What follows belongs to an exercise in optimizing a design on an open flow for small area, a short achievable clock period and few clock cycles; a production flow would make more cautious choices. Only simulation tests tie the RTL to the original design; equivalence was not proved. Power is estimated from default activity; no workload was simulated.

==> flow/design.v <==
module gfr6_pmul (
    input  wire [7:0] a,
    input  wire [7:0] b,
    input  wire [7:0] poly_lo,
    output wire [7:0] p
);
    reg [7:0]  rd [0:6];
    reg [14:0] r;
    reg [7:0]  q;
    integer i;
    always @* begin
        rd[0] = poly_lo;
        for (i = 1; i < 7; i = i + 1)
            rd[i] = {rd[i-1][6:0], 1'b0} ^ (rd[i-1][7] ? poly_lo : 8'd0);
        r = 15'd0;
        for (i = 0; i < 8; i = i + 1)
            if (b[i]) r = r ^ ({7'd0, a} << i);
        q = r[7:0];
        for (i = 0; i < 7; i = i + 1)
            if (r[8+i]) q = q ^ rd[i];
    end
    assign p = q;
endmodule
module gfr6_mulcsa (
    input  wire [7:0] a,
    input  wire [7:0] b,
    output wire [7:0] u,
    output wire [7:0] w
);
    function [7:0] rotl(input [7:0] x, input integer n);
        rotl = (x << n) | (x >> (8 - n));
    endfunction
    function [15:0] csa(input [7:0] x, input [7:0] y, input [7:0] z);
        reg [7:0] c;
        begin
            c = (x & y) | (x & z) | (y & z);
            csa = {x ^ y ^ z, c[6:0], c[7]};
        end
    endfunction
    wire [7:0] pp0 = b[0] ? a          : 8'd0;
    wire [7:0] pp1 = b[1] ? rotl(a, 1) : 8'd0;
    wire [7:0] pp2 = b[2] ? rotl(a, 2) : 8'd0;
    wire [7:0] pp3 = b[3] ? rotl(a, 3) : 8'd0;
    wire [7:0] pp4 = b[4] ? rotl(a, 4) : 8'd0;
    wire [7:0] pp5 = b[5] ? rotl(a, 5) : 8'd0;
    wire [7:0] pp6 = b[6] ? rotl(a, 6) : 8'd0;
    wire [7:0] pp7 = b[7] ? rotl(a, 7) : 8'd0;
    wire [15:0] c1 = csa(pp0, pp1, pp2);
    wire [15:0] c2 = csa(pp3, pp4, pp5);
    wire [15:0] c3 = csa(c1[15:8], c1[7:0], c2[15:8]);
    wire [15:0] c4 = csa(c2[7:0], pp6, pp7);
    wire [15:0] c5 = csa(c3[15:8], c3[7:0], c4[15:8]);
    wire [15:0] c6 = csa(c5[15:8], c5[7:0], c4[7:0]);
    assign u = c6[15:8];
    assign w = c6[7:0];
endmodule
module gfr6_booth (
    input  wire [7:0]  b,
    output wire [11:0] d
);
    function [2:0] dig(input hi, input mid, input lo);
        begin
            dig[2] = hi & ~(mid & lo);
            dig[1] = (hi & ~mid & ~lo) | (~hi & mid & lo);
            dig[0] = mid ^ lo;
        end
    endfunction
    assign d = {dig(b[7], b[6], b[5]), dig(b[5], b[4], b[3]),
                dig(b[3], b[2], b[1]), dig(b[1], b[0], b[7])};
endmodule
module gfr6_mul255 (
    input  wire [7:0]  a,
    input  wire [11:0] d,
    output wire [7:0]  p
);
    function [7:0] rotl(input [7:0] x, input integer n);
        rotl = (x << n) | (x >> (8 - n));
    endfunction
    function [15:0] csa(input [7:0] x, input [7:0] y, input [7:0] z);
        reg [7:0] c;
        begin
            c = (x & y) | (x & z) | (y & z);
            csa = {x ^ y ^ z, c[6:0], c[7]};
        end
    endfunction
    function [7:0] pp(input [2:0] g, input [7:0] r1, input [7:0] r2);
        pp = ((g[0] ? r1 : 8'd0) | (g[1] ? r2 : 8'd0)) ^ {8{g[2]}};
    endfunction
    wire [7:0] pp0 = pp(d[2:0],   a,          rotl(a, 1));
    wire [7:0] pp1 = pp(d[5:3],   rotl(a, 2), rotl(a, 3));
    wire [7:0] pp2 = pp(d[8:6],   rotl(a, 4), rotl(a, 5));
    wire [7:0] pp3 = pp(d[11:9],  rotl(a, 6), rotl(a, 7));
    wire [15:0] c1 = csa(pp0, pp1, pp2);
    wire [15:0] c2 = csa(c1[15:8], c1[7:0], pp3);
    gfr6_eac u_eac (.u(c2[15:8]), .w(c2[7:0]), .s(p));
endmodule
module gfr6_eac (
    input  wire [7:0] u,
    input  wire [7:0] w,
    output wire [7:0] s
);
    wire [7:0] p  = u ^ w;
    wire [7:0] g0 = u & w;
    wire [7:0] t0 = u | w;
    wire [7:0] g1 = g0 | (t0 & {g0[6:0], g0[7]});
    wire [7:0] t1 = t0 & {t0[6:0], t0[7]};
    wire [7:0] g2 = g1 | (t1 & {g1[5:0], g1[7:6]});
    wire [7:0] t2 = t1 & {t1[5:0], t1[7:6]};
    wire [7:0] g3 = g2 | (t2 & {g2[3:0], g2[7:4]});
    assign s = p ^ {g3[6:0], g3[7]};
endmodule
module gfr6_phi (
    input  wire [7:0] poly_lo,
    input  wire [7:0] x,
    output wire [7:0] y
);
    localparam [4095:0] T = 4096'h002c264c2a000201b84704688835210108350fce29c456013aed24786e352901752d26cd3a400801d8275e68a8312b019c6003b426742001c0a1e2cc734109013b8805e8446c2201c23030403d080a010024000c29001601942f115cbf191201bba8a7e8656d3201ea38338c3d491e0106fca08d6b481f018028208c3b491a01108a3752ce894a01f25624f58b7d3601181537520f854201324424700a352001c10f1aa991642401d0071ee9897526018d490aa406742001c0a1e2cc734109017bce05fac4ec6f01f3502e530c884b0139c904b446742301900000500c080201f98924e845642201e21022000c080a018dd96ca4467022018dd96ca446702201cefc240c6b150701adc396a8d06525016e742f0d2915070126643bc124550f01442c240c2a000001bcc7d6e8c07527019cd983f4467c2601b4dfe6f4c17c3701c6f4240c7b140601c7f1f4c07f540e0162e42e0d78140601890ceba515712301b8a9b5f9676d2a01c23030803d400e010cd991fb46ed6e018cdde3f5457d2701672c7ce93b6c33018040201008040201ff5533110f050301a64433110c050301e12d7ce9336420018040201008040201ff5533110f050301b4dfe6f4c17c37017aad14f973742b017a7f1c69b3302a0138a196b573752101382d9ea533712301f8a17479733428017821146933302801088114b142742001b8d9f4f553742201;
    wire [63:0] m = T[{poly_lo[6:1], 6'd0} +: 64];
    assign y = (x[0] ? m[7:0] : 8'd0) ^ (x[1] ? m[15:8] : 8'd0) ^
               (x[2] ? m[23:16] : 8'd0) ^ (x[3] ? m[31:24] : 8'd0) ^
               (x[4] ? m[39:32] : 8'd0) ^ (x[5] ? m[47:40] : 8'd0) ^
               (x[6] ? m[55:48] : 8'd0) ^ (x[7] ? m[63:56] : 8'd0);
endmodule
module gfr6_psi (
    input  wire [7:0] poly_lo,
    input  wire [7:0] x,
    output wire [7:0] y
);
    localparam [4095:0] T = 4096'hab5489c082a44501e006b035f8899e016f5e89fd80359401ef36bb25b89ba601fb04afc602ec6301958d7471e9ab9e015642026f922b21018505c4ac039364018110c2220c00960148da2c2b8541300162988c398419910169dd8e2124c823018f50c3360c9af7018ed2bd2ad749b601f6b8d63fbc5bdb01849084280449220197d57980929d4501e0eeac3ff48c1d01ff55399182150501e026a825b08804018706ed8e7befd501858eec3ff9af9d01d646ab6f3a6fb1018505c4ac0393640191b8d2a3de219601e9bf79ffede55101d0de9363ee3fb201699d082124c001019504d3375aebd7018892392ac5411001d4cebb712a7fb901d4cebb712a7fb901a9dcc6e3f6e6e501f80692f67a91bf01eb5cafbb8e27850159486f2aec678801a90486c202e461019984d672e9b19e01dfd2826e923328019990c62a8df51a01cad8eebb96e7f5014a5a6e3f9361f001c2b1ac9b8e9f9d01bea3d0763f7fd3018f50d03692b2ea010a522c2a9341b001efd2b8ceb232e801bf92d06ebf77da01f744a8240ae28f018040201008040201ff5533110f050301d94023100c0502019704e8265ae3cf018040201008040201ff5533110f0503019990c62a8df51a01d374d226dee38601eaf4727697c1e7014256036eed3e3201eaf65276bf7ff3019124d037d2e3ca018024503692c1c201c0469066a232a801dad6d276bf77fa01;
    wire [63:0] m = T[{poly_lo[6:1], 6'd0} +: 64];
    assign y = (x[0] ? m[7:0] : 8'd0) ^ (x[1] ? m[15:8] : 8'd0) ^
               (x[2] ? m[23:16] : 8'd0) ^ (x[3] ? m[31:24] : 8'd0) ^
               (x[4] ? m[39:32] : 8'd0) ^ (x[5] ? m[47:40] : 8'd0) ^
               (x[6] ? m[55:48] : 8'd0) ^ (x[7] ? m[63:56] : 8'd0);
endmodule
module gfr6_irr_t (
    input  wire [7:0] i,
    output wire [0:0] o
);
    localparam [255:0] T = 256'h0228008020808008200202088000288008820228800020008200280028000000;
    assign o = T[i];
endmodule
module gfr6_unit (
    input  wire [7:0] i,
    output wire [0:0] o
);
    localparam [255:0] T = 256'h6996932d865b4cb6916d32da65b4ca6996532da65b4cb6896d32da61b4c96996;
    assign o = T[i];
endmodule
module gfr6_irr (
    input  wire [7:0] poly_lo,
    output wire       irr
);
    gfr6_irr_t u_t (.i(poly_lo), .o(irr));
endmodule
module gfr6_logk (
    input  wire [7:0] i,
    output wire [7:0] o
);
    localparam [2047:0] T = 2048'haf5850a8eaf4d674e8ade7e6e9d5ae4fd72c757aeb16f50b51a0a99cb05f59cb5a3eccbbb18660fbaa559d29523ba16cf66f0c7fec4917c476a47bb7d8432d1fa2416d4753393c849e5d2a14abd356f261befcdcb2978790cdcfbc955bd13f372e892023d99244117cb4b8267799a5e318fec531edde4a670d63808cf7c0700757a7f373ace5d44e2b79150a9f9b5eca3dba85fa54283a6b6e7e48c3a3b6421e404638835c13d2f1bddb968fce94d03688229110b32598e2fd30dd66628bbf06a672e44d78099ac9b9f9276a7dc2b51d458212f0da8e9335210f24e12f658a05714c08c8f869c11c81ef8d340ee064044bc7681bee33df03c61a3202190100ff;
    assign o = T[{i, 3'd0} +: 8];
endmodule
module gfr6_expk (
    input  wire [7:0] i,
    output wire [7:0] o
);
    localparam [2047:0] T = 2048'h018e47add86c361b83cfe9fa7db0582c160b8bcbebfbf3f7f5f47a3d90482412098a45ac562b9bc3eff9f279b259a251a653a7dde070381c0e078dc86432198241ae57a5dc6e3795c46231964babdbe3fff1f67bb3d7e5fc7e3f91c663bfd1e673b7d5e472399249aa55a452299a4da8542a158442219e4fa9da6db85c2e1785cc663397c5ec763b93c7edf87c3e1f81ce67bdd068341a0d884422118643afd9e271b65ba3dfe1fe7fb1d66bbbd3e7fdf0783c1e0f89ca65bc5e2f99c261be5fa1de6fb9d269ba5da05028140a058c46239fc1ee77b5d46a35944a259c4e279dc06030180c06038fc9ea75b45a2d984c261387cde8743a1d8040201008040201;
    assign o = T[{i, 3'd0} +: 8];
endmodule
module gfr6_engine (
    input  wire        clk,
    input  wire        rst_n,
    input  wire        cmd_valid,
    output wire        cmd_ready,
    input  wire [31:0] cmd_data,
    output wire        rsp_valid,
    input  wire        rsp_ready,
    output wire [31:0] rsp_data
);
    localparam [2:0] ST_OK       = 3'b000;
    localparam [2:0] ST_INVGEN   = 3'b001;
    localparam [2:0] ST_DIVZERO  = 3'b010;
    localparam [2:0] ST_NOTREADY = 3'b100;
    localparam [2:0] ST_LOCKED   = 3'b101;
    localparam [2:0] ST_ILLEGAL  = 3'b111;
    localparam [5:0] OP_NOP     = 6'h01;
    localparam [5:0] OP_RDREG   = 6'h02;
    localparam [5:0] OP_CLRERR  = 6'h03;
    localparam [5:0] OP_SETPOLY = 6'h04;
    localparam [5:0] OP_SETGEN  = 6'h05;
    localparam [5:0] OP_BUILD   = 6'h06;
    localparam [5:0] OP_GFADD   = 6'h08;
    localparam [5:0] OP_GFMUL   = 6'h09;
    localparam [5:0] OP_GFINV   = 6'h0A;
    localparam [5:0] OP_GFPOW   = 6'h0B;
    localparam [5:0] OP_RDLOG   = 6'h0C;
    localparam [5:0] OP_RDEXP   = 6'h0D;
    reg  [7:0]  poly_lo;
    reg  [7:0]  gen;
    reg         tblv;
    reg         err;
    reg  [2:0]  ecode;       
    reg  [7:0]  ep;          
    reg  [7:0]  eg;
    reg  [31:0] ecmd;        
    reg  [7:0]  cinv;        
    reg  [7:0]  ppoly;       
    reg         rdy_q;
    reg         c_v;
    reg  [31:0] c_q;
    reg         q_ill;       
    reg  [11:0] q_oh;        
    reg         q_zb;        
    reg         q_ze;        
    localparam I_NOP = 0, I_RDREG = 1, I_CLRERR = 2, I_SETPOLY = 3, I_SETGEN = 4,
               I_BUILD = 5, I_GFADD = 6, I_GFMUL = 7, I_GFINV = 8, I_GFPOW = 9,
               I_RDLOG = 10, I_RDEXP = 11;
    wire [5:0]  w_op = cmd_data[31:26];
    wire        w_z0  = (cmd_data[25:0]  == 26'd0);
    wire        w_z4  = (cmd_data[25:4]  == 22'd0);
    wire        w_z8  = (cmd_data[25:8]  == 18'd0);
    wire        w_z16 = (cmd_data[25:16] == 10'd0);
    wire        w_z24 = (cmd_data[25:24] == 2'd0);
    wire [11:0] w_oh = {w_op == OP_RDEXP, w_op == OP_RDLOG, w_op == OP_GFPOW,
                        w_op == OP_GFINV, w_op == OP_GFMUL, w_op == OP_GFADD,
                        w_op == OP_BUILD, w_op == OP_SETGEN, w_op == OP_SETPOLY,
                        w_op == OP_CLRERR, w_op == OP_RDREG, w_op == OP_NOP};
    wire        w_legal =
        ((w_oh[I_NOP] | w_oh[I_CLRERR] | w_oh[I_BUILD]) & w_z0) |
        (w_oh[I_RDREG] & w_z4 & (cmd_data[3:0] <= 4'd10)) |
        ((w_oh[I_SETPOLY] | w_oh[I_SETGEN] | w_oh[I_GFINV] | w_oh[I_RDLOG] |
          w_oh[I_RDEXP]) & w_z8) |
        ((w_oh[I_GFADD] | w_oh[I_GFMUL]) & w_z16) |
        (w_oh[I_GFPOW] & w_z24);
    reg         v1, l1, g1, m1, e1, b1, r01, b161;
    reg  [2:0]  st1;
    reg  [7:0]  x1, k1;
    reg         v2, m2, e2, b2, r02, b162;
    reg  [2:0]  st2;
    reg  [7:0]  l2;
    reg  [11:0] k2;          
    reg  [2:0]  step;        
    reg         bval;        
    reg         v3, e3, n3, r03, b163;
    reg  [2:0]  st3;
    reg  [7:0]  t3, h3;
    reg         v4, e4, r04, b164;
    reg  [2:0]  st4;
    reg  [7:0]  t4, h4;
    reg         o_v, k_v;
    reg  [2:0]  o_st, k_st;
    reg         o_r0, k_r0, o_b16, k_b16;
    reg  [7:0]  o_hi, k_hi, o_lo, k_lo;
    reg         busy;        
    wire adv = !k_v;
    assign cmd_ready = rdy_q;
    assign rsp_valid = o_v;
    assign rsp_data  = {o_st[2], 1'b0, o_st[1:0], 2'b00, o_r0, 2'b00, o_r0, 1'b0,
                        o_r0, 1'b0, o_r0, o_r0, o_b16, o_hi, o_lo};
    wire [7:0]  fa    = c_q[15:8];
    wire [7:0]  fb    = c_q[7:0];
    wire [15:0] fe    = c_q[23:8];
    wire [3:0]  fr    = c_q[3:0];
    wire       use_gen = q_oh[I_RDEXP] || q_oh[I_BUILD];
    wire [7:0] phix;
    gfr6_phi u_phi (.poly_lo(poly_lo), .x(use_gen ? gen : fb), .y(phix));
    wire [7:0] emod;
    gfr6_eac u_emod (.u(fe[15:8]), .w(fe[7:0]), .s(emod));
    reg  [7:0] rd_lo, rd_hi;
    reg        rd_r0, rd_b16;
    always @* begin
        rd_lo = 8'd0;
        rd_hi = 8'd0;
        rd_r0 = 1'b0;
        rd_b16 = 1'b0;
        case (fr)
            4'd0:  begin rd_lo = 8'h01; rd_r0 = 1'b1; end
            4'd1:  rd_lo = {6'd0, err, tblv};
            4'd2:  begin rd_lo = poly_lo; rd_hi = 8'h01; end
            4'd3:  rd_lo = gen;
            4'd5:  rd_lo = err ? {4'd0, ecode[2], 1'b0, ecode[1:0]} : 8'd0;
            4'd6:  if (err && ecode == ST_INVGEN) begin
                       rd_lo = eg; rd_hi = ep; rd_b16 = 1'b1;
                   end
            4'd7:  if (err) begin rd_lo = ecmd[7:0];   rd_hi = ecmd[15:8];  end
            4'd8:  if (err) begin rd_lo = ecmd[23:16]; rd_hi = ecmd[31:24]; end
            4'd9:  rd_hi = 8'h02;
            4'd10: begin rd_lo = 8'h01; rd_hi = 8'h01; end
            default: ;
        endcase
    end
    wire       ok     = !q_ill;
    wire       t_op   = ok && (q_oh[I_GFMUL] || q_oh[I_GFINV] || q_oh[I_GFPOW] ||
                               q_oh[I_RDLOG] || q_oh[I_RDEXP]);
    wire       c_op   = ok && (q_oh[I_SETPOLY] || q_oh[I_SETGEN] || q_oh[I_BUILD]);
    wire       fld    = t_op && tblv;
    wire       s_inv  = fld && q_oh[I_GFINV] && !q_zb;
    wire       s_pow  = fld && q_oh[I_GFPOW] && !q_ze && !q_zb;
    wire       s_log  = fld && q_oh[I_RDLOG] && !q_zb;
    wire       s_exp  = fld && q_oh[I_RDEXP];
    wire       s_rd   = ok && q_oh[I_RDREG];
    wire       d_notr = t_op && !tblv;
    wire       d_lock = c_op && tblv;
    wire       d_divz = fld && q_oh[I_GFINV] && q_zb;
    wire [2:0] d_st   = {q_ill || d_lock || d_notr, q_ill || d_divz, q_ill || d_lock};
    wire       d_b    = ok && q_oh[I_BUILD] && !tblv;
    wire       d_g    = fld && q_oh[I_GFMUL];
    wire       d_m    = s_inv || s_pow || s_log || s_exp;
    wire       d_l    = d_m || d_b;
    wire       d_e    = s_inv || s_pow || s_exp;
    wire       d_r0   = s_rd && rd_r0;
    wire       d_b16  = s_rd && rd_b16;
    wire       d_clr  = ok && q_oh[I_CLRERR];
    wire       d_spoly = ok && q_oh[I_SETPOLY] && !tblv;
    wire       d_sgen = ok && q_oh[I_SETGEN] && !tblv;
    wire [7:0] d_x    = ({8{s_rd}} & rd_lo) |
                        ({8{ok && q_oh[I_GFADD]}} & (fa ^ fb)) |
                        ({8{d_g}} & fa) |
                        ({8{d_l}} & phix) |
                        {7'd0, fld && q_oh[I_GFPOW] && q_ze} |
                        {8{fld && q_oh[I_RDLOG] && q_zb}};
    wire [7:0] d_k    = ({8{s_rd}} & rd_hi) |
                        ({8{d_g || s_exp}} & fb) |
                        {{7{s_inv}}, 1'b0} |
                        ({8{s_pow}} & emod) |
                        ({8{s_log}} & cinv);
    wire consume = c_v && adv && !busy;
    wire [7:0] logx, mulxk;
    gfr6_logk u_log  (.i(x1), .o(logx));
    gfr6_pmul u_pmul (.a(x1), .b(k1), .poly_lo(ppoly), .p(mulxk));
    wire [11:0] kbx, kbc;
    gfr6_booth  u_bx (.b(b1 ? logx : k1), .d(kbx));
    gfr6_booth  u_bc (.b(cinv), .d(kbc));
    wire [7:0] prod;
    gfr6_mul255 u_mul (.a(l2), .d(k2), .p(prod));
    wire pirr, lunit;
    gfr6_irr  u_irr  (.poly_lo(ppoly), .irr(pirr));
    gfr6_unit u_unit (.i(l2), .o(lunit));
    wire bact   = b2 && v2;
    wire b_done = bact && (step == 3'd7);
    wire b_iter = bact && !b_done;
    wire [7:0] expt;
    gfr6_expk u_exp (.i(t3), .o(expt));
    wire [7:0] psit;
    gfr6_psi  u_psi (.poly_lo(ppoly), .x(t4), .y(psit));
    wire [7:0] f_lo = e4 ? psit : t4;
    wire taken = o_v && rsp_ready;
    wire inc   = adv && v4;
    wire o_load = !o_v || taken;
    wire c_v_n  = (cmd_valid && rdy_q) || (c_v && !consume);
    wire k_v_n  = o_load ? 1'b0 : (k_v || inc);
    wire busy_n = (busy && !(adv && b_done)) || (consume && d_b);
    always @(posedge clk) begin
        if (!rst_n) begin
            rdy_q   <= 1'b1;
            c_v     <= 1'b0;
            v1      <= 1'b0;
            v2      <= 1'b0;
            v3      <= 1'b0;
            v4      <= 1'b0;
            o_v     <= 1'b0;
            k_v     <= 1'b0;
            busy    <= 1'b0;
            poly_lo <= 8'h1D;
            gen     <= 8'h02;
            tblv    <= 1'b0;
            err     <= 1'b0;
        end else begin
            rdy_q <= !c_v_n || (!busy_n && !k_v_n);
            c_v   <= c_v_n;
            busy  <= busy_n;
            if (o_load) begin
                o_v <= k_v || inc;
                k_v <= 1'b0;
            end else if (inc) begin
                k_v <= 1'b1;
            end
            if (adv) begin
                v4 <= v3;
                v3 <= (v2 && !bact) || b_done;
                if (!b_iter)
                    v2 <= v1;
                v1 <= consume;
                if (b_done) begin
                    tblv <= bval;
                    if (!bval && !err) begin
                        err   <= 1'b1;
                        ecode <= ST_INVGEN;
                        ep    <= poly_lo;
                        eg    <= gen;
                        ecmd  <= {OP_BUILD, 26'd0};
                    end
                end
            end
            if (consume) begin
                if (d_spoly) poly_lo <= fb;
                if (d_sgen)  gen     <= fb;
                if (d_clr) begin
                    err <= 1'b0;
                end else if (d_st != ST_OK && !err) begin
                    err   <= 1'b1;
                    ecode <= d_st;
                    ecmd  <= c_q;
                end
            end
        end
        ppoly <= poly_lo;
        if (!c_v || consume) begin
            c_q   <= cmd_data;
            q_ill <= !w_legal;
            q_oh  <= w_oh;
            q_zb  <= (cmd_data[7:0] == 8'd0);
            q_ze  <= (cmd_data[23:8] == 16'd0);
        end
        if (adv) begin
            st1  <= d_st;
            l1   <= d_l;
            g1   <= d_g;
            m1   <= d_m;
            e1   <= d_e;
            b1   <= d_b;
            r01  <= d_r0;
            b161 <= d_b16;
            x1   <= d_x;
            k1   <= d_k;
            if (b_iter) begin
                if (step != 3'd2)
                    l2 <= prod;
                if (step == 3'd0 || step == 3'd2)
                    k2 <= kbc;
                if (step == 3'd1 || step == 3'd6)
                    cinv <= prod;
                if (step == 3'd0)
                    bval <= lunit && pirr;
                step <= step + 3'd1;
            end else begin
                st2  <= st1;
                m2   <= m1;
                e2   <= e1;
                b2   <= b1;
                r02  <= r01;
                b162 <= b161;
                l2   <= l1 ? logx : (g1 ? mulxk : x1);
                k2   <= (m1 || b1) ? kbx : {4'd0, (g1 ? 8'd0 : k1)};
                step <= 3'd0;
                if (b1 && v1)
                    cinv <= logx;
            end
            if (b_done) begin
                st3  <= bval ? ST_OK : ST_INVGEN;
                e3   <= 1'b0;
                n3   <= 1'b0;
                r03  <= 1'b0;
                b163 <= !bval;
                t3   <= bval ? 8'd0 : gen;
                h3   <= bval ? 8'd0 : poly_lo;
            end else begin
                st3  <= st2;
                e3   <= e2;
                n3   <= m2 && !e2;
                r03  <= r02;
                b163 <= b162;
                t3   <= m2 ? prod : l2;
                h3   <= m2 ? 8'd0 : k2[7:0];
            end
            st4  <= st3;
            e4   <= e3;
            r04  <= r03;
            b164 <= b163;
            t4   <= e3 ? expt : ((n3 && t3 == 8'hFF) ? 8'h00 : t3);
            h4   <= h3;
        end
        if (o_load) begin
            o_st  <= k_v ? k_st  : st4;
            o_r0  <= k_v ? k_r0  : r04;
            o_b16 <= k_v ? k_b16 : b164;
            o_hi  <= k_v ? k_hi  : h4;
            o_lo  <= k_v ? k_lo  : f_lo;
        end
        if (!k_v) begin
            k_st  <= st4;
            k_r0  <= r04;
            k_b16 <= b164;
            k_hi  <= h4;
            k_lo  <= f_lo;
        end
    end
endmodule
==> flow/flow/run.sh <==
#!/bin/bash
# The standard layout (the standard.sh, unchanged synthesis and steps),
# with ORFS's timing repair aiming for more setup slack than the default and
# the port buffers made of plain buffer cells instead of delay buffers.
set -euo pipefail
bash standard.sh SETUP_SLACK_MARGIN=9.7 "BUFFER_PORTS_ARGS=-buffer_cell sky130_fd_sc_hd__buf_4" finish > standard.log 2>&1
==> flow/standard.sh <==
#!/bin/bash
# synth_recipe.tcl (not shown) runs the flow's synth.tcl, then flattens the netlist and writes it again
# the make line also repeats each setting of config.mk as NAME=value (left out here)
make -C /OpenROAD-flow-scripts/flow DESIGN_CONFIG=/design/flow/config.mk WORK_HOME=/design/flow/orfs CLKGATE_MAP_FILE= SYNTH_SCRIPT=/design/flow/synth_recipe.tcl "${@:-finish}"
==> flow/config.mk <==
export PLATFORM = sky130hd
export DESIGN_NAME = gfr6_engine
export DESIGN_NICKNAME = gfr6_engine
export VERILOG_FILES = /design/flow/design.v
export SDC_FILE = /design/flow/constraint.sdc
export NUM_CORES = 4
export LEC_CHECK = 0
export ABC_AREA = 1
export ABC_CLOCK_PERIOD_IN_PS = 3500
export CAP_MARGIN = 20
export CORE_MARGIN = 2
export CORE_UTILIZATION = 55
export PLACE_DENSITY = 0.7
export SLEW_MARGIN = 20
==> flow/constraint.sdc <==
create_clock -name core_clock -period 14.0 [get_ports {clk}]
set_input_delay 2.8000 -clock core_clock [delete_from_list [all_inputs] [get_ports {clk}]]
set_output_delay 2.8000 -clock core_clock [all_outputs]
set_load 0.01 [all_outputs]
==> summary.txt, run 1 <==
STA
  • Period Utilization, post-route: a little under a third
  • FMAX: ~0.23 GHz
  • RSZ-0062 raised after global routing: true
  • Tmin final: between 4 and 5 ns
  • Worst slew pin tran: around 1.2 ns
  • Setup_tns: 0 ns
  • Final setup vio count: 0
  • Slew headroom: 23.0%
  • Max Slew Vio Count: 0
  • Hold Fails Final Rpt: 0
  • Worst Skew: between 0.02 and 0.03 ns

Finish
  • Fin nets: between 4000 and 5000
  • Layout cells sized above 1: between 6 and 7%
  • Area grow syn2layout: 5.82%
  • Most frequent cells in the layout: nand2_1, inv_1, nand3_1
  • Final Non-Filler Cells: between 5000 and 6000
  • Commonest non-fill, non-tap cell in the layout: nand2_1
  • Number of diodes: 0

Worst setup path
  • CP arrival: roughly 4.6 ns
  • Worst R2R Path Depth: 13
  • FF-to-FF End: x1[7]$_DFFE_PN_
  • Startpoint types: flop
  • Critical path's slowest cell: o211ai_1
  • RR Startpoint: poly_lo[1]$_SDFFE_PN0P_
  • CP Class: reg -> reg
  • Crit-path max cell delay: ~0.58 ns
  • CP cell instances: inv_1 > ha_1 > ha_1 > nor2_1 > inv_1 > o21ai_0 > nand3_1 > and3_1 > nand2_1 > xnor2_1 > xor2_1 > nor2_1 > o211ai_1
  • CP Launch Point: poly_lo[1]$_SDFFE_PN0P_
  • CP endpoint kind: flop
  • R2R setup slack: between 9 and 10 ns
  • Worst EP required: about 14 ns
  • Max FO, Critical Path: 12

Route
  • Wire per inst: 25.0 um
  • Total iterations of the first detailed-routing run: 14
  • Residual DRC count: 0
  • Number of vias per cell: around 6.8
  • Initial drt markers: approximately 7300
  • Final Routed Wirelength: 137 mm
  • Post-route antenna net violation count: 0
  • Via count: 37200

Logic synthesis
  • Main flop type after synthesis: edfxtp_1
  • Mapped Area: 0.0309 mm2
  • Yosys cell types: 76
  • Post-synthesis sequential area ratio: between 20% and 30%
  • Ys Warns: 5
  • Async S/R FF share, synth: 0%
  • Synth Instances: 4787
  • EDFF count, synth: roughly 230
  • Avg Inst Size Synth: 6.46 um2
  • Number of synthesized register bits: about 290

Pwr
  • Switching Share: about a quarter
  • Psw: around 0.0005 W
  • Pwr Density: slightly above 60 mW/mm2
  • Register share of total power: around half
  • Total power: approximately 0.0020 W
  • Logic pwr share: 8.1%
  • Clock Power Share: a little over two fifths
  • Pint: between 0.001 and 0.0015 W
  • Leak pwr: between 10 and 15 nW
  • Maximum VDD drop: around 0.11 mV

Job
  • Max Cap Violations: 0

Hold path
  • Worst Hold Class: reg -> reg
  • Hold_sp: h3[0]$_DFFE_PN_
  • Hold Path Depth: 0
  • WHS Endpoint: h4[0]$_DFFE_PN_

Global route
  • Antenna violations before repair: 3
  • Grt total ovfl: 0
  • First-pass GRT wire length: roughly 200 mm
  • Total GRT Usage: between 40% and 50%
  • Pin count of the biggest net entering global routing: 79
  • Vias in the first global route: 33900

Clock network
  • Sink Count: roughly 290
  • CTS H-tree depth: 1
  • Clk slew on worst S/H paths: approximately 0.06 ns
  • Worst-skew pair later-pin latency: roughly 0.61 ns
  • Clock buffer count from CTS: 29
  • CTS tree: yes
  • Max clock buf depth: 3
  • Root buffer cell: clkbuf_16

Die
  • # rows: between 80 and 90
  • Core Region: between 0.05 and 0.06 mm2
  • Starting Density: 55.9%
  • Die Span Y: ~240 um
  • Die W: 241 um
  • DIE AREA: 0.0582 mm2
  • IO Count: 70

Placed design
  • Hpwl dp: 95.9 mm
  • Inst Count DP: about 5400
  • Final Wtd Congestion: roughly 1.1
  • Buffers on Ports: 62

Outcome
  • Outcome: timing/DRC/antenna clean
-- worst max-delay path, delay by kind of cell (launching register included) --
| kind | cells | cell delay, ns |
|---|---|---|
| AO/OA/AOI/OAI | 2 | 0.77 |
| XOR/XNOR | 2 | 0.50 |
| adder cells (fa/ha/maj) | 2 | 0.83 |
| buffers and inverters | 2 | 0.55 |
| AND/OR/NAND/NOR | 5 | 0.83 |
| flip-flops | 1 | 0.56 |
-- cells in the mapped netlist, types with 4 or more instances --
| cell | number | share of area [%] |
|---|---|---|
| edfxtp_1 | 229 | 22 |
| inv_2 | 17 | 0.21 |
| buf_4 | 35 | 0.85 |
| dfxtp_1 | 56 | 3.6 |
| nor3_1 | 53 | 0.86 |
| a32oi_1 | 6 | 0.17 |
| inv_1 | 514 | 6.2 |
| nand3b_1 | 8 | 0.19 |
| o221ai_1 | 39 | 1.1 |
| a22oi_1 | 11 | 0.27 |
| o21ai_0 | 358 | 5.8 |
| nand4_1 | 37 | 0.75 |
| a31oi_1 | 60 | 1.2 |
| a21oi_1 | 278 | 4.5 |
| buf_2 | 89 | 1.4 |
| o21bai_1 | 8 | 0.19 |
| and2_1 | 4 | 0.081 |
| nand2_1 | 1269 | 15 |
| o21a_1 | 4 | 0.097 |
| clkinv_1 | 15 | 0.18 |
| o32ai_1 | 11 | 0.31 |
| o22ai_1 | 82 | 1.7 |
| o211ai_1 | 81 | 2.0 |
| xor2_1 | 110 | 3.1 |
| o21ai_1 | 32 | 0.52 |
| xor2_2 | 4 | 0.21 |
| nand3_1 | 433 | 7.0 |
| or2_1 | 6 | 0.12 |
| buf_1 | 17 | 0.21 |
| o31ai_1 | 19 | 0.46 |
| o311ai_0 | 21 | 0.59 |
| xnor2_1 | 47 | 1.3 |
| a221oi_1 | 18 | 0.51 |
| buf_6 | 15 | 0.55 |
| nor2_1 | 400 | 4.9 |
| clkbuf_1 | 103 | 1.2 |
| o2111ai_1 | 30 | 0.85 |
| nor4_1 | 14 | 0.28 |
| fa_1 | 16 | 1.0 |
| a211oi_1 | 15 | 0.36 |
| nor2_2 | 12 | 0.24 |
| nand2_2 | 28 | 0.57 |
| o41ai_1 | 5 | 0.14 |
| or2_2 | 9 | 0.18 |
| ha_1 | 116 | 4.7 |
-- flip-flops by register name, summed over array words and instances (netlist names), 11 cells and up --
name / cells
c_q: 32
ecmd: 32
k2: 12
q_oh: 11
-- power by group through the flow --
stage / Clock, W / Sequential [W] / Combinational (W)
floorplan: 0 / 0.000966 / 0.0000988
global placement: 0 / 0.000980 / 0.000143
detailed placement: 0 / 0.000980 / 0.000149
CTS: 0.000843 / 0.000962 / 0.000150
global route: 0.000875 / 0.000966 / 0.000171
finish: 0.000849 / 0.000965 / 0.000160
-- metrics by stage --
stage / hold WS, ns / setup slack [ns] / cell area, um2 / util, %
after detailed placement: 0.405 / 8.89 / 31400 / 56.7
after global routing: 0.425 / 9.50 / 32700 / 59.2
after CTS: 0.419 / 9.74 / 32400 / 58.6
after global placement: 0.402 / 9.02 / 31400 / 56.7
final: 0.417 / 9.66 / 32700 / 59.2
after floorplan: 0.342 / 9.86 / 31000 / -
-- layer usage --
metal	routed length, um	part of all wire, %	global-route usage (%)	vias up
met5	26	0.019	0	-
met1	47800	35	57.8	16600
met2	57000	42	67.9	3659
met3	20000	15	11.9	925
met4	11900	8.7	31.3	4
li1	-	-	-	16100
-- area by class of cell --
class | instances | area [um2]
timing repair buffer | 139 | 1040
fill | 5248 | 22600
clock buffer | 34 | 764
sequential | 285 | 8010
tap | 748 | 936
clock inverter | 20 | 259
inverter | 550 | 2100
multi-input combinational | 3697 | 19600
-- kinds of logic after synthesis --
| group | count (synthesis) | share of synthesized area [%] |
|---|---|---|
| other | 1 | 0.0121 |
| AO/OA/AOI/OAI | 1107 | 21.6 |
| XOR/XNOR | 163 | 4.76 |
| adder cells (fa/ha/maj) | 132 | 5.73 |
| buffers and inverters | 811 | 11.0 |
| flip-flops | 285 | 25.9 |
| AND/OR/NAND/NOR | 2288 | 31.0 |
-- worst max path at each step --
stage	endpoint	slack, ns	depth (start not counted)
after floorplan	eg[0]$_DFFE_PP_	9.86	3
after global placement	ep[2]$_DFFE_PP_	9.02	3
after detailed placement	ep[2]$_DFFE_PP_	8.89	3
after CTS	l2[5]$_DFFE_PP_	9.74	17
after global routing	l2[3]$_DFFE_PP_	9.50	19
final	x1[7]$_DFFE_PN_	9.66	13
-- what timing repair did --
action,in CTS,in global routing
endpoints found under the setup margin,29,48
hold buffers,0,0
pin swaps,0,7
gates resized for setup,4,21
cloned,0,0
buffers inserted,3,28
Testbench counts, summed over its fixed seeds: cycles 13,376.
==> inputs of run 2 (changes only) <==
--- a/flow/design.v
+++ b/flow/design.v
@@ -239,7 +239,9 @@
     reg  [2:0]  st2;
     reg  [7:0]  l2;
     reg  [11:0] k2;          
+    reg  [7:0]  h2;          
     reg  [2:0]  step;        
+    reg         ph;          
     reg         bval;        
     reg         v3, e3, n3, r03, b163;
     reg  [2:0]  st3;
@@ -328,16 +330,18 @@
     wire [7:0] logx, mulxk;
     gfr6_logk u_log  (.i(x1), .o(logx));
     gfr6_pmul u_pmul (.a(x1), .b(k1), .poly_lo(ppoly), .p(mulxk));
-    wire [11:0] kbx, kbc;
+    wire [11:0] kbx, kbc, kbt;
     gfr6_booth  u_bx (.b(b1 ? logx : k1), .d(kbx));
     gfr6_booth  u_bc (.b(cinv), .d(kbc));
+    gfr6_booth  u_bt (.b(t3), .d(kbt));
+    localparam [11:0] BOOTH_ONE = 12'b000_000_000_001;
     wire [7:0] prod;
     gfr6_mul255 u_mul (.a(l2), .d(k2), .p(prod));
     wire pirr, lunit;
     gfr6_irr  u_irr  (.poly_lo(ppoly), .irr(pirr));
     gfr6_unit u_unit (.i(l2), .o(lunit));
     wire bact   = b2 && v2;
-    wire b_done = bact && (step == 3'd7);
+    wire b_done = bact && (step == 3'd6);
     wire b_iter = bact && !b_done;
     wire [7:0] expt;
     gfr6_expk u_exp (.i(t3), .o(expt));
@@ -424,15 +428,21 @@
             x1   <= d_x;
             k1   <= d_k;
             if (b_iter) begin
-                if (step != 3'd2)
-                    l2 <= prod;
-                if (step == 3'd0 || step == 3'd2)
-                    k2 <= kbc;
-                if (step == 3'd1 || step == 3'd6)
-                    cinv <= prod;
-                if (step == 3'd0)
-                    bval <= lunit && pirr;
-                step <= step + 3'd1;
+                ph <= !ph;
+                if (ph) begin
+                    step <= step + 3'd1;
+                    if (step == 3'd0)
+                        bval <= lunit && pirr;
+                    if (step == 3'd5) begin
+                        cinv <= t3;
+                        l2   <= bval ? 8'd0 : gen;
+                        h2   <= bval ? 8'd0 : poly_lo;
+                        k2   <= BOOTH_ONE;
+                    end else begin
+                        l2   <= t3;
+                        k2   <= step[0] ? kbt : kbc;
+                    end
+                end
             end else begin
                 st2  <= st1;
                 m2   <= m1;
@@ -441,8 +451,10 @@
                 r02  <= r01;
                 b162 <= b161;
                 l2   <= l1 ? logx : (g1 ? mulxk : x1);
-                k2   <= (m1 || b1) ? kbx : {4'd0, (g1 ? 8'd0 : k1)};
+                k2   <= (m1 || b1) ? kbx : BOOTH_ONE;
+                h2   <= (m1 || g1 || b1) ? 8'd0 : k1;
                 step <= 3'd0;
+                ph   <= 1'b0;
                 if (b1 && v1)
                     cinv <= logx;
             end
@@ -452,17 +464,15 @@
                 n3   <= 1'b0;
                 r03  <= 1'b0;
                 b163 <= !bval;
-                t3   <= bval ? 8'd0 : gen;
-                h3   <= bval ? 8'd0 : poly_lo;
             end else begin
                 st3  <= st2;
                 e3   <= e2;
                 n3   <= m2 && !e2;
                 r03  <= r02;
                 b163 <= b162;
-                t3   <= m2 ? prod : l2;
-                h3   <= m2 ? 8'd0 : k2[7:0];
             end
+            t3   <= prod;
+            h3   <= h2;
             st4  <= st3;
             e4   <= e3;
             r04  <= r03;
==> flow/flow/run.sh (replaced) <==
#!/bin/bash
# The standard layout (the standard.sh, unchanged synthesis and steps),
# with ORFS's timing repair aiming for more setup slack than the default and
# the port buffers made of plain buffer cells instead of delay buffers.
set -euo pipefail
bash standard.sh SETUP_SLACK_MARGIN=10 "BUFFER_PORTS_ARGS=-buffer_cell sky130_fd_sc_hd__buf_4" finish > standard.log 2>&1
--- a/flow/config.mk
+++ b/flow/config.mk
@@ -9,6 +9,6 @@
 export ABC_CLOCK_PERIOD_IN_PS = 3500
 export CAP_MARGIN = 20
 export CORE_MARGIN = 2
-export CORE_UTILIZATION = 55
-export PLACE_DENSITY = 0.7
+export CORE_UTILIZATION = 40
+export PLACE_DENSITY = 0.6
 export SLEW_MARGIN = 20
==> run 2 against run 1 <==
Effect of this change:
- still clean on timing, DRC and antenna
- clock skew increased by 0.018 ns
- die area grew 37%
- hold slack worse by 0.0034 ns
- power about the same
- sequential share of layout area rose by 0.33 points
- routed wire length is 7.7% higher
- cell area is 2.0% higher
- synthesized cell count down 2.8%
==> summary.txt, run 2 <==
Logic synthesis
  • Top post-synthesis cells by count: nand2_1, inv_1, o21ai_0
  • Async S/R FF share, synth: 0%
  • Post-synthesis sequential area ratio: a little over a quarter
  • Count leader, synth: nand2_1
  • Avg Inst Size Synth: around 6.6 um2
  • EDFF count, synth: approximately 240
  • Mapped Area: 0.0309 mm2
  • Area share of the largest cell type after synthesis: roughly 23%
  • Main flop type after synthesis: edfxtp_1
  • Synth area leader: edfxtp_1
  • Yosys cell types: between 60 and 70
  • Synth Instances: roughly 4700
  • Ys Warns: 5
  • Synth area leaders: edfxtp_1, nand2_1, inv_1
  • Number of synthesized register bits: between 200 and 300

Worst setup path
  • CP endpoint kind: primary output
  • Worst path bufs/invs: 1
  • Startpoint types: flop
  • CP arrival: ~1.2 ns
  • Max FO, Critical Path: 5
  • CP cell instances: buf_4
  • CP Class: reg -> out
  • Critical path's slowest cell: edfxtp_1
  • Crit-path max cell delay: between 0.4 and 0.5 ns
  • Worst EP required: 11.20 ns
  • WP depth: 1
  • Worst R2R Path Depth: 15
  • Cell family with most CP delay: flip-flops

STA
  • Period Utilization, post-route: around 28%
  • Slew headroom: between 20% and 30%
  • Final setup vio count: 0
  • Setup_tns: 0 ns
  • Worst slew pin tran: 1.09 ns
  • RSZ-0062 raised after global routing: true
  • Max Slew Vio Count: 0
  • Hold Fails Final Rpt: 0
  • Tmin final: around 4.0 ns
  • Worst Skew: 0.0436 ns
  • FMAX: around 0.25 GHz

Placed design
  • Buffers on Ports: 62
  • Final Wtd Congestion: between 1 and 1.5
  • Hpwl dp: approximately 110 mm

Finish
  • Area of the multi-input gates: between 0.015 and 0.02 mm2
  • Reg area: about 0.0083 mm2
  • Most frequent cells in the layout: nand2_1, inv_1, nand3_1
  • Commonest non-fill, non-tap cell in the layout: nand2_1
  • Area grow syn2layout: 8.15%
  • Layout cells sized above 1: between 7 and 8%
  • Largest regs: c_q (32), ecmd (32), k2 (12)
  • Fill count: slightly above 8000
  • Number of diodes: 0
  • Fin nets: between 4000 and 5000

Route
  • Post-route antenna net violation count: 0
  • Number of vias per cell: 6.23
  • Via count: between 30000 and 40000
  • Residual DRC count: 0
  • Wire per inst: ~26 um
  • Initial drt markers: roughly 4900
  • Total iterations of the first detailed-routing run: 7
  • Final Routed Wirelength: around 150 mm

Global route
  • Antenna violations before repair: 2
  • First-pass GRT wire length: 215 mm
  • Pin count of the biggest net entering global routing: 68
  • Grt total ovfl: 0
  • Vias in the first global route: about 33000
  • Total GRT Usage: between 30% and 40%

Clock network
  • Sink Count: a little under 300
  • Root buffer cell: clkbuf_16
  • Max clock buf depth: 3
  • Clk slew on worst S/H paths: around 0.07 ns
  • Clock buffer count from CTS: 31
  • Worst-skew pair later-pin latency: ~0.6 ns
  • CTS H-tree depth: 1
  • CTS tree: yes

Pwr
  • Maximum VDD drop: 0.101 mV
  • Leak pwr: approximately 15 nW
  • Total power: approximately 0.002 W
  • Pwr Density: 59.1 mW/mm2

Hold path
  • Worst Hold Class: reg -> reg
  • Hold Path Depth: 0

Die
  • IO Count: 70
  • Starting Density: between 40% and 50%
  • DIE AREA: between 0.07 and 0.08 mm2
  • Die Span Y: around 280 um
  • Core Region: about 0.076 mm2
  • Die W: approximately 280 um
  • # rows: between 100 and 150

Outcome
  • Outcome: timing/DRC/antenna clean

Job
  • Max Cap Violations: 0
[run 2: what timing repair did]
| item | in CTS | in global routing |
|---|---|---|
| setup buffers | 5 | 20 |
| resized for setup | 16 | 43 |
| endpoints found under the setup margin | 44 | 82 |
| pin swaps | 2 | 1 |
| hold buffers | 0 | 0 |
| cloned | 0 | 2 |
[run 2: area by class of cell]
cell class	instances	area share (%)
clock buffers	45	2.69
well taps	1030	3.86
repair inverters	2	0.0375
clock inverters	13	0.352
repair buffers	156	3.63
multi-input cells	3579	58.4
flip-flops and latches	294	24.8
inverters	546	6.24
[run 2: report_power, final]
part,switching (W),internal [W]
Sequential,0.0000212,0.000964
Combinational,0.000109,0.0000472
Clock,0.000364,0.000467
[run 2: final timing paths]
kind	start	endpoint	slack, ns
setup reg to reg	ppoly[1]$_DFF_P_	o_lo[1]$_DFFE_PN_	10.04
setup / recovery	o_r0$_DFFE_PN_	rsp_data[18]	10.03
hold / removal	h2[6]$_DFFE_PP_	h3[6]$_DFFE_PN_	0.41
hold reg to reg	h2[6]$_DFFE_PP_	h3[6]$_DFFE_PN_	0.41
[run 2: metal layers]
metal	wire, um	GRT usage (%)	vias up
li1	-	-	15800
met1	58900	47.5	16500
met2	64100	55.9	2376
met3	14500	6.30	553
met4	9800	19.5	2
met5	13	0	-
[run 2: kinds of logic (layout without fill, tap and decap cells)]
kind of cell | count (synthesis) | count (layout) | share of synthesized area [%]
and+or+nand+nor | 2090 | 2090 | 28.6
AOI/OAI and AO/OA | 1151 | 1151 | 22.4
buffers and inverters | 785 | 762 | 10.5
DFF | 294 | 294 | 26.8
xor gates and xnor gates | 181 | 181 | 5.18
adders and majority gates | 147 | 147 | 6.42
muxes | 3 | 3 | 0.0972
other | 1 | 7 | 0.0121
[run 2: metrics by stage]
| step | cell area [um2] | hold slack [ns] | worst slack (ns) | std cells | util [%] |
|---|---|---|---|---|---|
| after detailed placement | 32000 | 0.405 | 9.10 | 5579 | 42.0 |
| after floorplan | 30900 | 0.347 | 10.07 | 4658 | - |
| after global routing | 33400 | 0.422 | 9.95 | 5665 | 43.8 |
| final | 33400 | 0.414 | 10.03 | 5665 | 43.8 |
| after CTS | 33100 | 0.414 | 9.99 | 5642 | 43.4 |
| after global placement | 32000 | 0.401 | 9.18 | 5579 | 42.0 |
Testbench counts of run 2, summed over its fixed seeds: cycles 13,536.
==> inputs of run 3 (changes only) <==
--- a/flow/config.mk
+++ b/flow/config.mk
@@ -9,6 +9,6 @@
 export ABC_CLOCK_PERIOD_IN_PS = 3500
 export CAP_MARGIN = 20
 export CORE_MARGIN = 2
-export CORE_UTILIZATION = 40
-export PLACE_DENSITY = 0.6
+export CORE_UTILIZATION = 55
+export PLACE_DENSITY = 0.7
 export SLEW_MARGIN = 20
==> run 3 against run 2 <==
Effect of this change:
- still clean
- clock power fell by 6.9%
- synthesized area unchanged
- cell area fell by 1.7%
- final cell count fell by 5.4%
- critical path type unchanged
- largest cell class unchanged
- largest power group unchanged
==> summary.txt, run 3 <==
Outcome
  • Outcome: timing/DRC/antenna clean

Worst setup path
  • Cell family with most CP delay: flip-flops
  • Worst EP required: around 11 ns
  • CP Launch Point: o_hi[3]$_DFFE_PN_
  • CP cell instances: buf_6
  • CP arrival: about 1.2 ns
  • Worst path bufs/invs: 1
  • Max FO, Critical Path: 1
  • Startpoint types: flop
  • CP Class: reg -> out
  • RR Startpoint: ppoly[5]$_DFF_P_
  • Critical path's slowest cell: edfxtp_1
  • Crit-path max cell delay: around 0.48 ns
  • CP endpoint kind: primary output

Logic synthesis
  • Mapped Area: roughly 0.031 mm2
  • Top post-synthesis cells by count: nand2_1, inv_1, o21ai_0
  • Synth Instances: 4652
  • Synth area leader: edfxtp_1
  • Yosys cell types: just under 70
  • Main flop type after synthesis: edfxtp_1
  • Ys Warns: 5
  • Synth area leaders: edfxtp_1, nand2_1, inv_1
  • EDFF count, synth: 238
  • Number of synthesized register bits: 294
  • Avg Inst Size Synth: roughly 6.6 um2
  • Count leader, synth: nand2_1
  • Post-synthesis sequential area ratio: between 20 and 30%
  • Area share of the largest cell type after synthesis: a little under a quarter
  • Async S/R FF share, synth: 0%

Finish
  • Fill count: roughly 5200
  • Area grow syn2layout: 6.34%
  • Number of diodes: 0
  • Largest regs: c_q (32), ecmd (32), k2 (12)
  • Layout cells sized above 1: 7.14%
  • Commonest non-fill, non-tap cell in the layout: nand2_1
  • Final Non-Filler Cells: between 5000 and 6000
  • Final instance area: 0.0328 mm2
  • Most frequent cells in the layout: nand2_1, inv_1, o21ai_0, nand3_1, nor2_1
  • Fin nets: 4772

Placed design
  • Final Wtd Congestion: between 1 and 1.5
  • Buffers on Ports: 62
  • Hpwl dp: just under 100 mm
  • DP Area: about 0.031 mm2
  • Inst Count DP: between 5000 and 6000

Pwr
  • Logic pwr share: under 10%
  • Leak pwr: roughly 15 nW
  • Clock Power Share: 40.4%
  • Maximum VDD drop: 0.110 mV
  • Pwr Density: about 60 mW/mm2
  • Pint: 0.00144 W
  • Switching Share: between 20% and 30%
  • Psw: 0.000469 W
  • Register share of total power: between 50 and 60%
  • Total power: ~0.0019 W

Clock network
  • Worst-skew pair later-pin latency: roughly 0.60 ns
  • Clk slew on worst S/H paths: ~0.070 ns
  • Clock buffer count from CTS: 28
  • # hold bufs at CTS: 0
  • Sink Count: just under 300
  • CTS tree: yes
  • CTS H-tree depth: 1
  • Root buffer cell: clkbuf_16
  • Max clock buf depth: 3

Global route
  • Grt total ovfl: 0
  • First-pass GRT wire length: about 200 mm
  • Total GRT Usage: roughly 45%
  • Pin count of the biggest net entering global routing: between 70 and 80
  • Vias in the first global route: 32800
  • Antenna violations before repair: 1

Die
  • Core Region: between 0.05 and 0.06 mm2
  • DIE AREA: 0.0581 mm2
  • # rows: 86
  • Starting Density: a little under three fifths
  • Die W: roughly 240 um
  • Die Span Y: 241 um
  • IO Count: 70

STA
  • Final setup vio count: 0
  • Worst Skew: slightly below 0.04 ns
  • Max Slew Vio Count: 0
  • Slew headroom: about 20%
  • FMAX: around 0.25 GHz
  • RSZ-0062 raised after global routing: true
  • Period Utilization, post-route: between 20 and 30%
  • Tmin final: 4.01 ns
  • Hold Fails Final Rpt: 0
  • WHS: about 0.42 ns
  • Setup_tns: 0 ns
  • Worst slew pin tran: 1.20 ns

Hold path
  • Hold_sp: h3[7]$_DFFE_PN_
  • Worst Hold Class: reg -> reg

Route
  • Wire per inst: between 20 and 30 um
  • Final Routed Wirelength: 135 mm
  • Residual DRC count: 0
  • Initial drt markers: ~6600
  • Number of vias per cell: a little under 7
  • Post-route antenna net violation count: 0
  • Via count: 36300
  • Total iterations of the first detailed-routing run: 12

Job
  • Max Cap Violations: 0
run 3: changes by cell type in the layout (fill, tap and decap cells not counted), moves of 3 or more:
cell        previous run  this run
clkinvlp_4             9        12
clkbuf_16             32        28
o21ai_2                8        11
o21ai_1               30        26
nand2_2               31        28
buf_4                145       126
run 3: cells by family (layout without fill, tap and decap cells):
logic type | after synthesis | after routing | synth area share (%)
other cells | 1 | 7 | 0.0121
flops | 294 | 294 | 26.8
xor+xnor | 181 | 181 | 5.18
mux | 3 | 3 | 0.0972
buf+inv | 785 | 738 | 10.5
fa+ha+maj | 147 | 147 | 6.42
simple gates | 2090 | 2090 | 28.6
compound gates | 1151 | 1151 | 22.4
run 3: worst paths after layout:
kind / slack (ns) / to / depth (start not counted)
hold / removal: 0.42 / h4[7]$_DFFE_PN_ / 0
hold reg to reg: 0.42 / h4[7]$_DFFE_PN_ / 0
setup / recovery: 9.99 / rsp_data[11] / 1
setup reg to reg: 10.05 / o_lo[2]$_DFFE_PN_ / 13
run 3: stage by stage:
step	utilization, %	setup slack, ns
5_1_grt	59.4	9.95
2_1_floorplan	-	10.07
4_1_cts	58.8	9.98
3_3_place_gp	56.9	9.28
6_report	59.4	9.99
3_5_place_dp	56.9	9.16
run 3: area by class of cell:
| cell class | count | area, um2 | share of cell area, % |
|---|---|---|---|
| clock buffers | 41 | 800 | 2.43 |
| clock inverters | 11 | 124 | 0.377 |
| inverters | 546 | 2090 | 6.37 |
| multi-input cells | 3579 | 19500 | 59.4 |
| flip-flops and latches | 294 | 8280 | 25.2 |
| well taps | 748 | 936 | 2.85 |
| repair buffers | 138 | 1100 | 3.35 |
| repair inverters | 2 | 15.0 | 0.0457 |
run 3: worst register-to-register path, stage by stage, from the launching register on:
cell and delay (ns):
dfxtp_2 0.31, buf_6 0.24, nand2_1 0.57, clkinvlp_4 0.62, o21ai_0 0.25, nand3_1 0.09
a211oi_1 0.40, xor2_1 0.21, xor2_1 0.52, nor2_1 0.08, nor2_1 0.11, nand2_1 0.07
o21ai_1 0.07, o21ai_1 0.09
run 3: power groups by stage:
| stage | Combinational (W) | Sequential, W | Clock, W |
|---|---|---|---|
| final | 0.000154 | 0.000985 | 0.000774 |
| after global routing | 0.000164 | 0.000986 | 0.000807 |
| after CTS | 0.000145 | 0.000984 | 0.000772 |
| after detailed placement | 0.000144 | 0.00100 | 0 |
| after global placement | 0.000140 | 0.00100 | 0 |
| after floorplan | 0.0000928 | 0.000992 | 0 |
run 3: timing repair:
item / 4_1_cts / 5_1_grt
endpoints found under the setup margin: 86 / 91
cloned: 1 / 1
gates resized for setup: 15 / 50
pin swaps: 0 / 3
setup buffers: 11 / 17
run 3: layer usage:
layer / up-vias / track usage, % / routed length (um)
met5: - / 0 / 0
li1: 15800 / - / -
met4: 0 / 28.9 / 11200
met3: 823 / 13.8 / 20200
met1: 16400 / 57.3 / 47700
met2: 3307 / 66.6 / 56100
==> inputs of run 4 (changes only) <==
--- a/flow/design.v
+++ b/flow/design.v
@@ -21,39 +21,6 @@
     end
     assign p = q;
 endmodule
-module gfr6_mulcsa (
-    input  wire [7:0] a,
-    input  wire [7:0] b,
-    output wire [7:0] u,
-    output wire [7:0] w
-);
-    function [7:0] rotl(input [7:0] x, input integer n);
-        rotl = (x << n) | (x >> (8 - n));
-    endfunction
-    function [15:0] csa(input [7:0] x, input [7:0] y, input [7:0] z);
-        reg [7:0] c;
-        begin
-            c = (x & y) | (x & z) | (y & z);
-            csa = {x ^ y ^ z, c[6:0], c[7]};
-        end
-    endfunction
-    wire [7:0] pp0 = b[0] ? a          : 8'd0;
-    wire [7:0] pp1 = b[1] ? rotl(a, 1) : 8'd0;
-    wire [7:0] pp2 = b[2] ? rotl(a, 2) : 8'd0;
-    wire [7:0] pp3 = b[3] ? rotl(a, 3) : 8'd0;
-    wire [7:0] pp4 = b[4] ? rotl(a, 4) : 8'd0;
-    wire [7:0] pp5 = b[5] ? rotl(a, 5) : 8'd0;
-    wire [7:0] pp6 = b[6] ? rotl(a, 6) : 8'd0;
-    wire [7:0] pp7 = b[7] ? rotl(a, 7) : 8'd0;
-    wire [15:0] c1 = csa(pp0, pp1, pp2);
-    wire [15:0] c2 = csa(pp3, pp4, pp5);
-    wire [15:0] c3 = csa(c1[15:8], c1[7:0], c2[15:8]);
-    wire [15:0] c4 = csa(c2[7:0], pp6, pp7);
-    wire [15:0] c5 = csa(c3[15:8], c3[7:0], c4[15:8]);
-    wire [15:0] c6 = csa(c5[15:8], c5[7:0], c4[7:0]);
-    assign u = c6[15:8];
-    assign w = c6[7:0];
-endmodule
 module gfr6_booth (
     input  wire [7:0]  b,
     output wire [11:0] d
@@ -142,10 +109,22 @@
 endmodule
 module gfr6_unit (
     input  wire [7:0] i,
-    output wire [0:0] o
+    output wire       o
 );
-    localparam [255:0] T = 256'h6996932d865b4cb6916d32da65b4ca6996532da65b4cb6896d32da61b4c96996;
-    assign o = T[i];
+    wire [4:0] s = {1'b0, i[7:4]} + {1'b0, i[3:0]};
+    reg        d3, d5;
+    always @* begin
+        case (s)
+            5'd0, 5'd3, 5'd6, 5'd9, 5'd12, 5'd15, 5'd18, 5'd21, 5'd24, 5'd27, 5'd30:
+                d3 = 1'b1;
+            default: d3 = 1'b0;
+        endcase
+        case (s)
+            5'd0, 5'd5, 5'd10, 5'd15, 5'd20, 5'd25, 5'd30: d5 = 1'b1;
+            default: d5 = 1'b0;
+        endcase
+    end
+    assign o = !d3 && !d5 && (i[7:4] != i[3:0]);
 endmodule
 module gfr6_irr (
     input  wire [7:0] poly_lo,
@@ -183,6 +162,14 @@
     localparam [2:0] ST_NOTREADY = 3'b100;
     localparam [2:0] ST_LOCKED   = 3'b101;
     localparam [2:0] ST_ILLEGAL  = 3'b111;
+    localparam [2:0] F_OK     = 3'd0;
+    localparam [2:0] F_R0     = 3'd1;
+    localparam [2:0] F_B16    = 3'd2;
+    localparam [2:0] F_INVGEN = 3'd3;        
+    localparam [2:0] F_DIVZ   = 3'd4;
+    localparam [2:0] F_NOTR   = 3'd5;
+    localparam [2:0] F_LOCK   = 3'd6;
+    localparam [2:0] F_ILL    = 3'd7;
     localparam [5:0] OP_NOP     = 6'h01;
     localparam [5:0] OP_RDREG   = 6'h02;
     localparam [5:0] OP_CLRERR  = 6'h03;
@@ -232,26 +219,26 @@
           w_oh[I_RDEXP]) & w_z8) |
         ((w_oh[I_GFADD] | w_oh[I_GFMUL]) & w_z16) |
         (w_oh[I_GFPOW] & w_z24);
-    reg         v1, l1, g1, m1, e1, b1, r01, b161;
-    reg  [2:0]  st1;
+    reg         v1, l1, g1, m1, e1, b1;
+    reg  [2:0]  f1;
     reg  [7:0]  x1, k1;
-    reg         v2, m2, e2, b2, r02, b162;
-    reg  [2:0]  st2;
+    reg         v2, m2, e2, b2;
+    reg  [2:0]  f2;
     reg  [7:0]  l2;
     reg  [11:0] k2;          
     reg  [7:0]  h2;          
     reg  [2:0]  step;        
     reg         ph;          
     reg         bval;        
-    reg         v3, e3, n3, r03, b163;
-    reg  [2:0]  st3;
+    reg         v3, e3, n3;
+    reg  [2:0]  f3;
     reg  [7:0]  t3, h3;
-    reg         v4, e4, r04, b164;
-    reg  [2:0]  st4;
+    reg         v4, e4;
+    reg  [2:0]  f4;
     reg  [7:0]  t4, h4;
     reg         o_v, k_v;
-    reg  [2:0]  o_st, k_st;
-    reg         o_r0, k_r0, o_b16, k_b16;
+    reg  [2:0]  o_st, k_f;
+    reg         o_r0, o_b16;
     reg  [7:0]  o_hi, k_hi, o_lo, k_lo;
     reg         busy;        
     wire adv = !k_v;
@@ -310,8 +297,12 @@
     wire       d_m    = s_inv || s_pow || s_log || s_exp;
     wire       d_l    = d_m || d_b;
     wire       d_e    = s_inv || s_pow || s_exp;
-    wire       d_r0   = s_rd && rd_r0;
-    wire       d_b16  = s_rd && rd_b16;
+    wire [2:0] d_f    = q_ill  ? F_ILL  :
+                        d_lock ? F_LOCK :
+                        d_notr ? F_NOTR :
+                        d_divz ? F_DIVZ :
+                        (s_rd && rd_r0)  ? F_R0  :
+                        (s_rd && rd_b16) ? F_B16 : F_OK;
     wire       d_clr  = ok && q_oh[I_CLRERR];
     wire       d_spoly = ok && q_oh[I_SETPOLY] && !tblv;
     wire       d_sgen = ok && q_oh[I_SETGEN] && !tblv;
@@ -348,6 +339,18 @@
     wire [7:0] psit;
     gfr6_psi  u_psi (.poly_lo(ppoly), .x(t4), .y(psit));
     wire [7:0] f_lo = e4 ? psit : t4;
+    wire [2:0] fsel = k_v ? k_f : f4;
+    reg  [2:0] fst;
+    always @* begin
+        case (fsel)
+            F_INVGEN: fst = ST_INVGEN;
+            F_DIVZ:   fst = ST_DIVZERO;
+            F_NOTR:   fst = ST_NOTREADY;
+            F_LOCK:   fst = ST_LOCKED;
+            F_ILL:    fst = ST_ILLEGAL;
+            default:  fst = ST_OK;
+        endcase
+    end
     wire taken = o_v && rsp_ready;
     wire inc   = adv && v4;
     wire o_load = !o_v || taken;
@@ -417,14 +420,12 @@
             q_ze  <= (cmd_data[23:8] == 16'd0);
         end
         if (adv) begin
-            st1  <= d_st;
+            f1   <= d_f;
             l1   <= d_l;
             g1   <= d_g;
             m1   <= d_m;
             e1   <= d_e;
             b1   <= d_b;
-            r01  <= d_r0;
-            b161 <= d_b16;
             x1   <= d_x;
             k1   <= d_k;
             if (b_iter) begin
@@ -444,12 +445,10 @@
                     end
                 end
             end else begin
-                st2  <= st1;
+                f2   <= f1;
                 m2   <= m1;
                 e2   <= e1;
                 b2   <= b1;
-                r02  <= r01;
-                b162 <= b161;
                 l2   <= l1 ? logx : (g1 ? mulxk : x1);
                 k2   <= (m1 || b1) ? kbx : BOOTH_ONE;
                 h2   <= (m1 || g1 || b1) ? 8'd0 : k1;
@@ -459,38 +458,30 @@
                     cinv <= logx;
             end
             if (b_done) begin
-                st3  <= bval ? ST_OK : ST_INVGEN;
+                f3   <= bval ? F_OK : F_INVGEN;
                 e3   <= 1'b0;
                 n3   <= 1'b0;
-                r03  <= 1'b0;
-                b163 <= !bval;
             end else begin
-                st3  <= st2;
+                f3   <= f2;
                 e3   <= e2;
                 n3   <= m2 && !e2;
-                r03  <= r02;
-                b163 <= b162;
             end
             t3   <= prod;
             h3   <= h2;
-            st4  <= st3;
+            f4   <= f3;
             e4   <= e3;
-            r04  <= r03;
-            b164 <= b163;
             t4   <= e3 ? expt : ((n3 && t3 == 8'hFF) ? 8'h00 : t3);
             h4   <= h3;
         end
         if (o_load) begin
-            o_st  <= k_v ? k_st  : st4;
-            o_r0  <= k_v ? k_r0  : r04;
-            o_b16 <= k_v ? k_b16 : b164;
+            o_st  <= fst;
+            o_r0  <= (fsel == F_R0);
+            o_b16 <= (fsel == F_B16) || (fsel == F_INVGEN);
             o_hi  <= k_v ? k_hi  : h4;
             o_lo  <= k_v ? k_lo  : f_lo;
         end
         if (!k_v) begin
-            k_st  <= st4;
-            k_r0  <= r04;
-            k_b16 <= b164;
+            k_f   <= f4;
             k_hi  <= h4;
             k_lo  <= f_lo;
         end
--- a/flow/config.mk
+++ b/flow/config.mk
@@ -9,6 +9,6 @@
 export ABC_CLOCK_PERIOD_IN_PS = 3500
 export CAP_MARGIN = 20
 export CORE_MARGIN = 2
-export CORE_UTILIZATION = 55
-export PLACE_DENSITY = 0.7
+export CORE_UTILIZATION = 40
+export PLACE_DENSITY = 0.6
 export SLEW_MARGIN = 20
==> run 4 against run 3 <==
Effect of this change:
- flip-flop and latch count shrank 10
- global-route usage shrank 11 points
- power shrank 1.1%
- hold slack worse by 0.0060 ns
- highest routed layer is now met5
- core utilization decreased by 16 points
- worst setup slack got worse by 0.021 ns
- non-clock buffer count is 3 higher
- clock power rose by 2%
- sequential power is 3.5% lower
==> summary.txt, run 4 <==
Logic synthesis
  • Mapped Area: around 0.030 mm2
  • Synth Area in Compound Gates: 22.2%
  • Synth area leaders: edfxtp_1, nand2_1, inv_1
  • Synth Instances: 4618
  • Async S/R FF share, synth: 0%
  • Synth area leader: edfxtp_1
  • Yosys cell types: between 60 and 70
  • Post-synthesis sequential area ratio: 26.3%
  • Main flop type after synthesis: edfxtp_1
  • Synth Area in XOR/XNOR: 5.40%
  • Post-synthesis mux area share: less than 1%
  • Ys Warns: 6

Job
  • Max Cap Violations: 0

Placed design
  • Hpwl dp: 102 mm
  • Final Wtd Congestion: 1.05

Global route
  • Grt total ovfl: 0
  • Grt peak-use layer: met2
  • Antenna violations before repair: 1
  • Grt met2 use: a little over half
  • Total GRT Usage: about a third
  • Met3 global-route usage: under 10%
  • Pin count of the biggest net entering global routing: 63
  • Vias in the first global route: roughly 32000
  • GR Util met1: between 40% and 50%

Finish
  • Layout cells sized above 1: under 10%
  • Most frequent cells in the layout: nand2_1, inv_1, nand3_1
  • Number of diodes: 0
  • Area of the multi-input gates: about 0.019 mm2
  • Fill count: roughly 8000
  • Fin nets: between 4000 and 5000
  • Final Util: around 44%
  • Commonest non-fill, non-tap cell in the layout: nand2_1

Pwr
  • Leak pwr: between 10 and 15 nW
  • Logic pwr share: 7.8%
  • Switching Share: around 25%
  • Maximum VDD drop: approximately 0.099 mV
  • Register share of total power: between 50% and 60%
  • Clock Power Share: 41.9%

Hold path
  • Worst Hold Class: reg -> reg
  • Hold Path Depth: 0
  • WHS Endpoint: h4[4]$_DFFE_PN_

STA
  • FMAX: 0.248 GHz
  • WHS: 0.412 ns
  • Worst Skew: around 0.065 ns
  • Final setup vio count: 0
  • Max Slew Vio Count: 0
  • RSZ-0062 raised after global routing: true
  • Hold Fails Final Rpt: 0

Route
  • Post-route antenna net violation count: 0
  • Total iterations of the first detailed-routing run: 9
  • Via count: between 30000 and 40000
  • Number of vias per cell: roughly 6.2

Worst setup path
  • FF-to-FF End: x1[2]$_DFFE_PN_
  • Critical path's slowest cell: edfxtp_1
  • RR Startpoint: poly_lo[2]$_SDFFE_PN1P_
  • Cell family with most CP delay: flip-flops
  • CP Class: reg -> out
  • CP Launch Point: o_r0$_DFFE_PN_

Die
  • Core Region: 0.0748 mm2
  • IO Count: 70
  • Die W: 279 um
  • DIE AREA: between 0.07 and 0.08 mm2
  • Die Span Y: ~280 um
  • Starting Density: between 40% and 50%
  • # rows: 100

Clock network
  • Sink Count: approximately 280
  • Clk slew on worst S/H paths: approximately 0.06 ns
  • Worst-skew pair later-pin latency: 0.62 ns
  • # hold bufs at CTS: 0
  • Clock buffer count from CTS: 30

Outcome
  • Outcome: timing/DRC/antenna clean
[run 4: cell types whose count changed after synthesis, moves of 9 or more]
cell      change
buf_4         -9
nand2_1      -45
a21oi_1       -9
nand2_2      -17
nor2_1       +13
buf_2        +10
clkbuf_1      +9
nand3_1      +23
xor2_1       +14
inv_1        +26
a221oi_1     -11
[run 4: layout make-up]
cell class / instances / share of cell area (%)
multi-input cells: 3533 / 58.8
repair buffers: 141 / 3.40
clock buffers: 39 / 2.40
well taps: 969 / 3.72
flip-flops and latches: 284 / 24.5
inverters: 566 / 6.59
clock inverters: 16 / 0.537
[run 4: per-stage QoR]
step	std cells	worst slack [ns]	total power, W	area (um2)
after floorplan	4624	10.07	0.00105	30400
after detailed placement	5471	9.14	0.00111	31400
final	5548	9.97	0.00189	32600
after global placement	5471	9.20	0.00111	31400
after CTS	5536	9.94	0.00190	32400
after global routing	5548	9.92	0.00195	32600
[run 4: logic make-up after synthesis]
family	after synthesis
mux	3
flops	284
simple gates	2063
compound gates	1123
other cells	1
fa+ha+maj	150
xor+xnor	187
buf+inv	807
[run 4: repair_timing]
| action | in CTS | in global routing |
|---|---|---|
| cloned | 0 | 0 |
| resized for setup | 11 | 37 |
| setup endpoints to repair | 60 | 97 |
| hold endpoints to repair | 0 | 0 |
| setup buffers | 10 | 11 |
| pin swaps | 0 | 1 |
[run 4: worst max path at each step]
stage | endpoint | slack, ns | cells after the start
floorplan | eg[0]$_DFFE_PP_ | 10.07 | 3
global placement | eg[5]$_DFFE_PP_ | 9.20 | 3
detailed placement | eg[5]$_DFFE_PP_ | 9.14 | 3
CTS | rsp_data[17] | 9.94 | 1
global route | rsp_data[22] | 9.92 | 1
finish | rsp_data[17] | 9.97 | 1
[run 4: power by group through the flow]
stage	combinational (W)	sequential (W)	clock, W
finish	0.000147	0.000951	0.000793
global route	0.000161	0.000953	0.000839
CTS	0.000142	0.000951	0.000806
detailed placement	0.000141	0.000969	0
global placement	0.000141	0.000969	0
floorplan	0.0000907	0.000960	0
[run 4: layer usage]
metal,share of wire [%],vias up,wire [um]
li1,-,15700,-
met1,39,16000,54500
met2,44,2337,60400
met3,10,544,14300
met4,6.4,2,8840
met5,0.0087,-,12
Testbench counts of run 4, summed over its fixed seeds: cycles 13,536.

Setup slack of run 4, layout unchanged: 9.972 ns with ideal ports, 9.915 ns with driving cells assumed (clock clkbuf_16, inputs buf_2), 9.555 ns with port delays also shifted by the 0.639 ns mid clock arrival.
